This is an optimization exercise on Yosys and OpenROAD, whose aim is small area, a short achievable clock period and few clock cycles per item, not a production implementation. Function was checked by simulation only, so behaviour that the tests miss may differ from the original. Power figures rest on the tool's default switching activity, not on a simulated workload.

--- flow/constraint.sdc ---
create_clock -name core_clock -period 25.0 [get_ports {clk}]
set_input_delay 5.0000 -clock core_clock [delete_from_list [all_inputs] [get_ports {clk}]]
set_output_delay 5.0000 -clock core_clock [all_outputs]
set_load 0.01 [all_outputs]
--- flow/run.sh ---
#!/bin/bash
# synth_recipe.tcl (not shown) runs the flow's synth.tcl, then flattens the netlist and writes it again
# the make line also repeats each setting of config.mk as NAME=value (left out here)
make -C /OpenROAD-flow-scripts/flow DESIGN_CONFIG=/design/flow/config.mk WORK_HOME=/design/flow/orfs CLKGATE_MAP_FILE= SYNTH_SCRIPT=/design/flow/synth_recipe.tcl finish
--- flow/config.mk ---
export PLATFORM = sky130hd
export DESIGN_NAME = ck_cubic
export DESIGN_NICKNAME = ck_cubic
export VERILOG_FILES = /design/flow/design.v
export SDC_FILE = /design/flow/constraint.sdc
export NUM_CORES = 4
export LEC_CHECK = 0
export CAP_MARGIN = 20
export CORE_MARGIN = 2
export CORE_UTILIZATION = 40
export SLEW_MARGIN = 20
--- flow/design.v ---
module ck_fp_round #(
    parameter W = 48
) (
    input  wire               sign,
    input  wire signed [11:0] e_pre,
    input  wire [W-1:0]       vec,
    output reg  [31:0]        result
);
    reg [6:0]         lz;
    reg [W-1:0]       norm;
    reg signed [11:0] e;
    reg [5:0]         rs;
    reg signed [11:0] under;
    reg [W+63:0]      ext;
    reg [23:0]        mant;
    reg               rnd, sticky, inc;
    reg [7:0]         efield;
    reg [30:0]        bits;
    integer           k;
    always @* begin
        lz = W[6:0];
        for (k = 0; k < W; k = k + 1)
            if (vec[k]) lz = W[6:0] - 7'd1 - k[6:0];
        norm = vec << lz;
        e    = e_pre - {5'd0, lz};
        under = 12'sd1 - e;
        if (e < 12'sd1) begin
            rs     = (under > 12'sd63) ? 6'd63 : under[5:0];
            efield = 8'd0;
        end else begin
            rs     = 6'd0;
            efield = e[7:0];
        end
        ext    = {norm, 64'd0} >> rs;
        mant   = ext[W+63:W+40];
        rnd    = ext[W+39];
        sticky = |ext[W+38:0];
        inc    = rnd & (sticky | mant[0]);
        bits = {efield, mant[22:0]} + {30'd0, inc};
        if (e > 12'sd254)
            result = {sign, 8'hff, 23'd0};
        else
            result = {sign, bits};
    end
endmodule
module ck_fmul (
    input  wire [31:0] a,
    input  wire [31:0] b,
    output reg  [31:0] y
);
    wire       sa = a[31], sb = b[31];
    wire [7:0] ea = a[30:23], eb = b[30:23];
    wire [22:0] fa = a[22:0], fb = b[22:0];
    wire a_nan  = (ea == 8'hff) && (fa != 0);
    wire b_nan  = (eb == 8'hff) && (fb != 0);
    wire a_inf  = (ea == 8'hff) && (fa == 0);
    wire b_inf  = (eb == 8'hff) && (fb == 0);
    wire a_zero = (ea == 8'h00) && (fa == 0);
    wire b_zero = (eb == 8'h00) && (fb == 0);
    wire sy     = sa ^ sb;
    wire [23:0] ma = {ea != 8'h00, fa};
    wire [23:0] mb = {eb != 8'h00, fb};
    wire [7:0]  xa = (ea == 8'h00) ? 8'd1 : ea;
    wire [7:0]  xb = (eb == 8'h00) ? 8'd1 : eb;
    wire [47:0]        prod  = ma * mb;
    wire signed [11:0] e_pre = $signed({4'd0, xa}) + $signed({4'd0, xb}) - 12'sd126;
    wire [31:0] rounded;
    ck_fp_round #(.W(48)) u_round (
        .sign(sy), .e_pre(e_pre), .vec(prod), .result(rounded)
    );
    always @* begin
        if (a_nan || b_nan || (a_inf && b_zero) || (a_zero && b_inf))
            y = 32'h7fc00000;
        else if (a_inf || b_inf)
            y = {sy, 8'hff, 23'd0};
        else if (a_zero || b_zero)
            y = {sy, 31'd0};
        else
            y = rounded;
    end
endmodule
module ck_fadd (
    input  wire [31:0] a,
    input  wire [31:0] b,
    output reg  [31:0] y
);
    wire [7:0]  ea = a[30:23], eb = b[30:23];
    wire [22:0] fa = a[22:0],  fb = b[22:0];
    wire a_nan  = (ea == 8'hff) && (fa != 0);
    wire b_nan  = (eb == 8'hff) && (fb != 0);
    wire a_inf  = (ea == 8'hff) && (fa == 0);
    wire b_inf  = (eb == 8'hff) && (fb == 0);
    wire a_zero = (ea == 8'h00) && (fa == 0);
    wire b_zero = (eb == 8'h00) && (fb == 0);
    wire        swap = b[30:0] > a[30:0];
    wire [31:0] p = swap ? b : a;
    wire [31:0] q = swap ? a : b;
    wire [23:0] mp = {p[30:23] != 8'h00, p[22:0]};
    wire [23:0] mq = {q[30:23] != 8'h00, q[22:0]};
    wire [7:0]  xp = (p[30:23] == 8'h00) ? 8'd1 : p[30:23];
    wire [7:0]  xq = (q[30:23] == 8'h00) ? 8'd1 : q[30:23];
    wire [7:0]  d  = xp - xq;
    wire [5:0]  dcap = (d > 8'd63) ? 6'd63 : d[5:0];
    wire [86:0] qwide = {mq, 63'd0} >> dcap;
    wire [63:0] pa = {mp, 40'd0};
    wire [63:0] qa = {qwide[86:24], |qwide[23:0]};
    wire        sub = p[31] ^ q[31];
    wire [64:0] sum = sub ? ({1'b0, pa} - {1'b0, qa}) : ({1'b0, pa} + {1'b0, qa});
    wire signed [11:0] e_pre = $signed({4'd0, xp}) + 12'sd1;
    wire [31:0] rounded;
    ck_fp_round #(.W(65)) u_round (
        .sign(p[31]), .e_pre(e_pre), .vec(sum), .result(rounded)
    );
    always @* begin
        if (a_nan || b_nan || (a_inf && b_inf && (a[31] != b[31])))
            y = 32'h7fc00000;
        else if (a_inf)
            y = a;
        else if (b_inf)
            y = b;
        else if (a_zero && b_zero)
            y = {a[31] & b[31], 31'd0};
        else if (a_zero)
            y = b;
        else if (b_zero)
            y = a;
        else if (sum == 65'd0)
            y = 32'd0;
        else
            y = rounded;
    end
endmodule
module ck_cubic (
    input  wire        clk,
    input  wire        rst,         
    input  wire        in_valid,
    output wire        in_ready,
    input  wire [31:0] in_f,
    input  wire [31:0] in_ym1,
    input  wire [31:0] in_y0,
    input  wire [31:0] in_y1,
    input  wire [31:0] in_y2,
    output wire        out_valid,
    input  wire        out_ready,
    output wire [31:0] out_data
);
    localparam [1:0] S_IDLE = 2'd0, S_RUN = 2'd1, S_DONE = 2'd2;
    localparam [1:0] OP_MUL = 2'd0, OP_ADD = 2'd1, OP_SUB = 2'd2;
    localparam [4:0] R_T0 = 5'd0, R_T1 = 5'd1, R_T2 = 5'd2, R_T3 = 5'd3,
                     R_T4 = 5'd4, R_T5 = 5'd5, R_T6 = 5'd6,
                     R_F  = 5'd8, R_YM1 = 5'd9, R_Y0 = 5'd10, R_Y1 = 5'd11, R_Y2 = 5'd12,
                     R_HALF = 5'd16, R_ONE = 5'd17, R_ONEHALF = 5'd18,
                     R_TWO = 5'd19, R_TWOHALF = 5'd20;
    localparam [4:0] LAST_STEP = 5'd23;
    reg [1:0]  state;
    reg [4:0]  step;
    reg [31:0] f, ym1, y0, y1, y2;
    reg [31:0] t [0:6];
    reg [31:0] result;
    assign in_ready  = (state == S_IDLE);
    assign out_valid = (state == S_DONE);
    assign out_data  = result;
    reg [1:0] op;
    reg [4:0] src_a, src_b;
    reg [2:0] dst;
    always @* begin
        case (step)
            5'd0:  begin op = OP_MUL; src_a = R_HALF;    src_b = R_F;       dst = 3'd0; end  
            5'd1:  begin op = OP_SUB; src_a = R_ONE;     src_b = R_T0;      dst = 3'd0; end  
            5'd2:  begin op = OP_MUL; src_a = R_F;       src_b = R_T0;      dst = 3'd0; end  
            5'd3:  begin op = OP_SUB; src_a = R_T0;      src_b = R_HALF;    dst = 3'd0; end  
            5'd4:  begin op = OP_MUL; src_a = R_F;       src_b = R_T0;      dst = 3'd1; end  
            5'd5:  begin op = OP_MUL; src_a = R_F;       src_b = R_F;       dst = 3'd2; end  
            5'd6:  begin op = OP_MUL; src_a = R_ONEHALF; src_b = R_F;       dst = 3'd3; end  
            5'd7:  begin op = OP_SUB; src_a = R_T3;      src_b = R_TWOHALF; dst = 3'd0; end  
            5'd8:  begin op = OP_MUL; src_a = R_T2;      src_b = R_T0;      dst = 3'd0; end  
            5'd9:  begin op = OP_ADD; src_a = R_ONE;     src_b = R_T0;      dst = 3'd4; end  
            5'd10: begin op = OP_SUB; src_a = R_TWO;     src_b = R_T3;      dst = 3'd0; end  
            5'd11: begin op = OP_MUL; src_a = R_F;       src_b = R_T0;      dst = 3'd0; end  
            5'd12: begin op = OP_ADD; src_a = R_HALF;    src_b = R_T0;      dst = 3'd0; end  
            5'd13: begin op = OP_MUL; src_a = R_F;       src_b = R_T0;      dst = 3'd5; end  
            5'd14: begin op = OP_MUL; src_a = R_HALF;    src_b = R_T2;      dst = 3'd0; end  
            5'd15: begin op = OP_SUB; src_a = R_F;       src_b = R_ONE;     dst = 3'd3; end  
            5'd16: begin op = OP_MUL; src_a = R_T0;      src_b = R_T3;      dst = 3'd6; end  
            5'd17: begin op = OP_MUL; src_a = R_T1;      src_b = R_YM1;     dst = 3'd0; end
            5'd18: begin op = OP_MUL; src_a = R_T4;      src_b = R_Y0;      dst = 3'd1; end
            5'd19: begin op = OP_ADD; src_a = R_T0;      src_b = R_T1;      dst = 3'd0; end
            5'd20: begin op = OP_MUL; src_a = R_T5;      src_b = R_Y1;      dst = 3'd1; end
            5'd21: begin op = OP_ADD; src_a = R_T0;      src_b = R_T1;      dst = 3'd0; end
            5'd22: begin op = OP_MUL; src_a = R_T6;      src_b = R_Y2;      dst = 3'd1; end
            5'd23: begin op = OP_ADD; src_a = R_T0;      src_b = R_T1;      dst = 3'd0; end
            default: begin op = OP_MUL; src_a = R_T0;    src_b = R_T0;      dst = 3'd0; end
        endcase
    end
    reg [31:0] opa, opb;
    always @* begin
        case (src_a)
            R_T0:      opa = t[0];
            R_T1:      opa = t[1];
            R_T2:      opa = t[2];
            R_T3:      opa = t[3];
            R_T4:      opa = t[4];
            R_T5:      opa = t[5];
            R_T6:      opa = t[6];
            R_F:       opa = f;
            R_YM1:     opa = ym1;
            R_Y0:      opa = y0;
            R_Y1:      opa = y1;
            R_Y2:      opa = y2;
            R_HALF:    opa = 32'h3f000000;  
            R_ONE:     opa = 32'h3f800000;  
            R_ONEHALF: opa = 32'h3fc00000;  
            R_TWO:     opa = 32'h40000000;  
            R_TWOHALF: opa = 32'h40200000;  
            default:   opa = 32'd0;
        endcase
        case (src_b)
            R_T0:      opb = t[0];
            R_T1:      opb = t[1];
            R_T2:      opb = t[2];
            R_T3:      opb = t[3];
            R_T4:      opb = t[4];
            R_T5:      opb = t[5];
            R_T6:      opb = t[6];
            R_F:       opb = f;
            R_YM1:     opb = ym1;
            R_Y0:      opb = y0;
            R_Y1:      opb = y1;
            R_Y2:      opb = y2;
            R_HALF:    opb = 32'h3f000000;
            R_ONE:     opb = 32'h3f800000;
            R_ONEHALF: opb = 32'h3fc00000;
            R_TWO:     opb = 32'h40000000;
            R_TWOHALF: opb = 32'h40200000;
            default:   opb = 32'd0;
        endcase
    end
    wire [31:0] mul_y, add_y;
    ck_fmul u_mul (.a(opa), .b(opb), .y(mul_y));
    ck_fadd u_add (.a(opa), .b((op == OP_SUB) ? {~opb[31], opb[30:0]} : opb), .y(add_y));
    wire [31:0] op_y = (op == OP_MUL) ? mul_y : add_y;
    always @(posedge clk) begin
        if (rst) begin
            state <= S_IDLE;
            step  <= 5'd0;
        end else begin
            case (state)
                S_IDLE: if (in_valid) begin
                    f     <= in_f;
                    ym1   <= in_ym1;
                    y0    <= in_y0;
                    y1    <= in_y1;
                    y2    <= in_y2;
                    step  <= 5'd0;
                    state <= S_RUN;
                end
                S_RUN: begin
                    t[dst] <= op_y;
                    if (step == LAST_STEP) begin
                        result <= op_y;
                        state  <= S_DONE;
                    end else begin
                        step <= step + 5'd1;
                    end
                end
                S_DONE: if (out_ready) state <= S_IDLE;
                default: state <= S_IDLE;
            endcase
        end
    end
endmodule
==> metrics.md <==
| Metric | Value |
|---|---|
| Post-CTS setup buffer count | 0 |
| Mux contribution to synthesized area | 4.75% |
| Synth Area in Compound Gates | 26.3% |
| Crit Path Category | reg2reg |
| Syn avg cell area | 8.07 µm² |
| Die Ht | 421 µm |
| Post-route setup TNS | 0 ns |
| Hold Vio Cnt, Final | 0 |
| Place WS | 1.60 ns |
| Worst Path Max Fanout | 43 |
| Syn_nets | 9591 |
| Die width | 421 µm |
| Utilization after layout | 44.2% |
| Post-synthesis xor/xnor area fraction | 2.23% |
| Status | timing/DRC/antenna clean |
| Final period util | 96.6% |
| GRT Total Usage | 39.5% |
| Ys async rst share | 0% |
| Largest net degree at the start of global routing | 76 |
| Slowest-stage cell, CP | nor2_1 |
| GPL Wtd Cong | 1.10 |
| Post-DRT Antenna Nets | 0 |
| Root buffer cell | clkbuf_16 |
| Die outline area | 0.177 mm² |
| Top-Level Pins | 198 |
| Dpl hpwl | 281 mm |
| Post-route setup slack | 0.856 ns |
| Drt pass-1 iters | 12 |
| Post-synth top cells | 1106 x nand2_1, 772 x nor2_1, 512 x inv_1, 487 x fa_1, 471 x a21oi_1 |
| Total power | 9000 µW |
| Core ar. | 0.172 mm² |
| Final WL | 361 mm |
| Simple logic cell fraction of the synthesized area | 21.8% |
| Number of flops mapped to enable cells by yosys | 416 |
| Endpoints failing setup | 0 |
| Grt ovf | 0 |
| CP Capture Type | flip-flop |
| Worst-path clk slew | 0.07 ns |
| Starting Density | 40.4% |
| Netlist Area Pre-Place | 0.0695 mm² |
| Most common cell in the synthesized netlist | nand2_1 |
| P per Cell Area | 118 mW/mm² |
| Worst Hold Slack | 0.525 ns |
| Synth area leader | edfxtp_1 |
| Static Leak | 0.0275 µW |
| Top-area cell type share of the netlist area | 18.0% |
| Vias in the first global route | 72724 |
| Min Tclk post-route | 24.14 ns |
| Maximum buffer depth of the clock tree | 3 |
| Max H-tree Level | 2 |
| Filler cells | 17240 |
| Nets | 9555 |
| Worst slew pin tran | 1.39 ns |
| Slew Limit Fails | 0 |
| Dominant cells by area after synthesis | edfxtp_1 18%, fa_1 14%, nand2_1 6.0% |
| Worst Skew | 0.0356 ns |
| Post-CTS sizing | 0 |
| Maximum clock frequency | 41.4 MHz |
| CP most frequent cell | fa_1 |
| CTS tree | yes |
| FF+latch count, synth | 438 |
| RSZ-0062 raised after global routing | no |
| Slew HR | 6.78% |
| Post-CTS Hold Buffers | 0 |
| Data arrival, critical path | 24.44 ns |
| IO buf count | 197 |
| Synthesis-to-layout area growth | 9.52% |
| Number of max-cap violations | 0 |
| Top delay family on crit path | compound AO/OA/AOI/OAI gates |
| Sequential fraction of the synthesis area | 18.6% |
| Synth warnings | 5 |
| Distinct cells, synth | 142 |
| DR vias/cell | 6.96 |
| Routed length per instance | 33.1 µm |
| Iteration-0 DRC count of the detailed router | 12817 |
| Largest family of logic cells by synthesized area | compound AO/OA/AOI/OAI gates |
| DRC | 0 |
| Crit-path max cell delay | 1.05 ns |
| Initial antenna violation count | 17 |
| TritonCTS buffer count | 36 |
| Post-Synthesis Cells | 8619 |
| CP Data Required Time | 25.30 ns |
| Most used DFF post-synth | edfxtp_1 |
| Worst skew pair latency | 0.58 ns |
| WP buf/inv | 7 |
| CP Launch Type | flip-flop |
| Adder-cell area share of the yosys netlist | 19.8% |
| Min-delay worst type | reg2reg |
| Clock sinks | 438 |
| Layout cells sized above 1 | 8.46% |
| Cell Rows | 152 |
| Total number of vias | 76022 |
| Global-route wire length before repair | 517 mm |
| IR drop worst, VDD | 0.100 mV |
-- routing by layer --
layer  global-route usage (%)  vias up  share of wire [%]
met5                        0        -              0.032
met4                     19.8       20                6.3
met3                     11.4     1218                 13
met2                     58.4     5666                 42
met1                     52.5    37170                 39
li1                         -    31948                  -
-- sequential cells by signal, summed over array words and instances, names as in the netlist --
signal and cells:
t 224, f 32, result 32, y0 32, y1 32, y2 32, ym1 32, src_a 5
src_b 5, step 5, dst 3, op 2, state 2
-- worst reg2reg max path: cells and delay by family, from the launching register on --
kind / cells / cell delay [ns]
AO/OA/AOI/OAI: 22 / 7.73
AND/OR/NAND/NOR: 19 / 7.09
adder cells (fa/ha/maj): 10 / 4.77
buffers and inverters: 7 / 1.93
XOR/XNOR: 3 / 1.37
flip-flops: 1 / 0.79
multiplexers: 1 / 0.21
-- path summary, 6_finish.rpt --
check	from	slack [ns]	depth (start not counted)	to
min reg2reg	step[1]$_SDFFE_PP0P_	0.52	2	step[1]$_SDFFE_PP0P_
max reg2reg	src_a[2]$_SDFF_PN0_	0.86	62	t[1][24]$_DFFE_PP_
max	src_a[2]$_SDFF_PN0_	0.86	62	t[1][24]$_DFFE_PP_
min	step[1]$_SDFFE_PP0P_	0.52	2	step[1]$_SDFFE_PP0P_
-- per-stage QoR --
| step | area, µm² | std cells |
|---|---|---|
| after floorplan | 69500 | 8619 |
| after global placement | 74700 | 10853 |
| final | 76100 | 10925 |
| after detailed placement | 74700 | 10854 |
| after CTS | 76100 | 10919 |
| after global routing | 76100 | 10921 |
-- area by class of cell --
type | count | area (µm²) | area share, %
antenna | 5 | 12.5 | 0.0164
multi-input combinational | 7036 | 52400 | 68.8
tap | 2310 | 2890 | 3.80
timing repair buffer | 538 | 4590 | 6.02
clock buffer | 42 | 966 | 1.27
sequential | 438 | 12900 | 17.0
clock inverter | 23 | 359 | 0.472
inverter | 533 | 2000 | 2.63
-- cell usage in the layout (no fill, tap or decap), types with 110 or more instances in the layout --
cell type,instances
edfxtp_1,416
nor3_1,214
a21oi_1,468
clkdlybuf4s50_1,197
o22ai_1,139
o21ai_0,338
nand2_1,1106
fa_1,487
o211ai_1,152
nand3_1,303
inv_1,511
ha_1,320
a22oi_1,284
a211oi_1,117
nor2_1,755
xnor2_1,110
mux2i_1,216
buf_4,336
-- power by group --
group          switching (µW)  total, µW  internal, µW  leakage (µW)
logic                    5190       7290          2100        0.0228
clock network             278        651           373      0.000644
registers                28.5       1060          1030       0.00400
total                    5500       9000          3500        0.0275
-- logic make-up (layout without fill, tap and decap cells) --
family	count (synthesis)	count (layout)
buf+inv	1145	1136
fa+ha+maj	809	809
compound gates	2565	2565
simple gates	3179	3179
xor+xnor	174	174
flops	438	438
mux	309	309
other cells	0	5
Testbench counts, summed over its fixed seeds: cycles 83,200, items 3,200.

## separate check: timing with driven ports
The results above use ideal ports. As a check the final layout listed here was re-extracted and re-timed, cells and wires unchanged.
Step 1, drivers: a clkbuf_16 drives clk and a buf_2 each remaining input, both assumed.
Step 2 moves the port delays by t, midway between the first and last clock arrival at a register: inputs arrive t later, outputs are due t later. That takes back most of the time a late clock gives input paths.
a / b / c = ideal / step 1 / step 2; a / b = the first two.
t, ns: 0.618
setup WS [ns]: 0.856 / 0.856 / 0.856
worst setup path at the end: register to register
After both steps setup and hold are still met in this run. For this run, drivers alone change the setup slack by 0.000 ns; drivers and shift together by 0.000 ns.
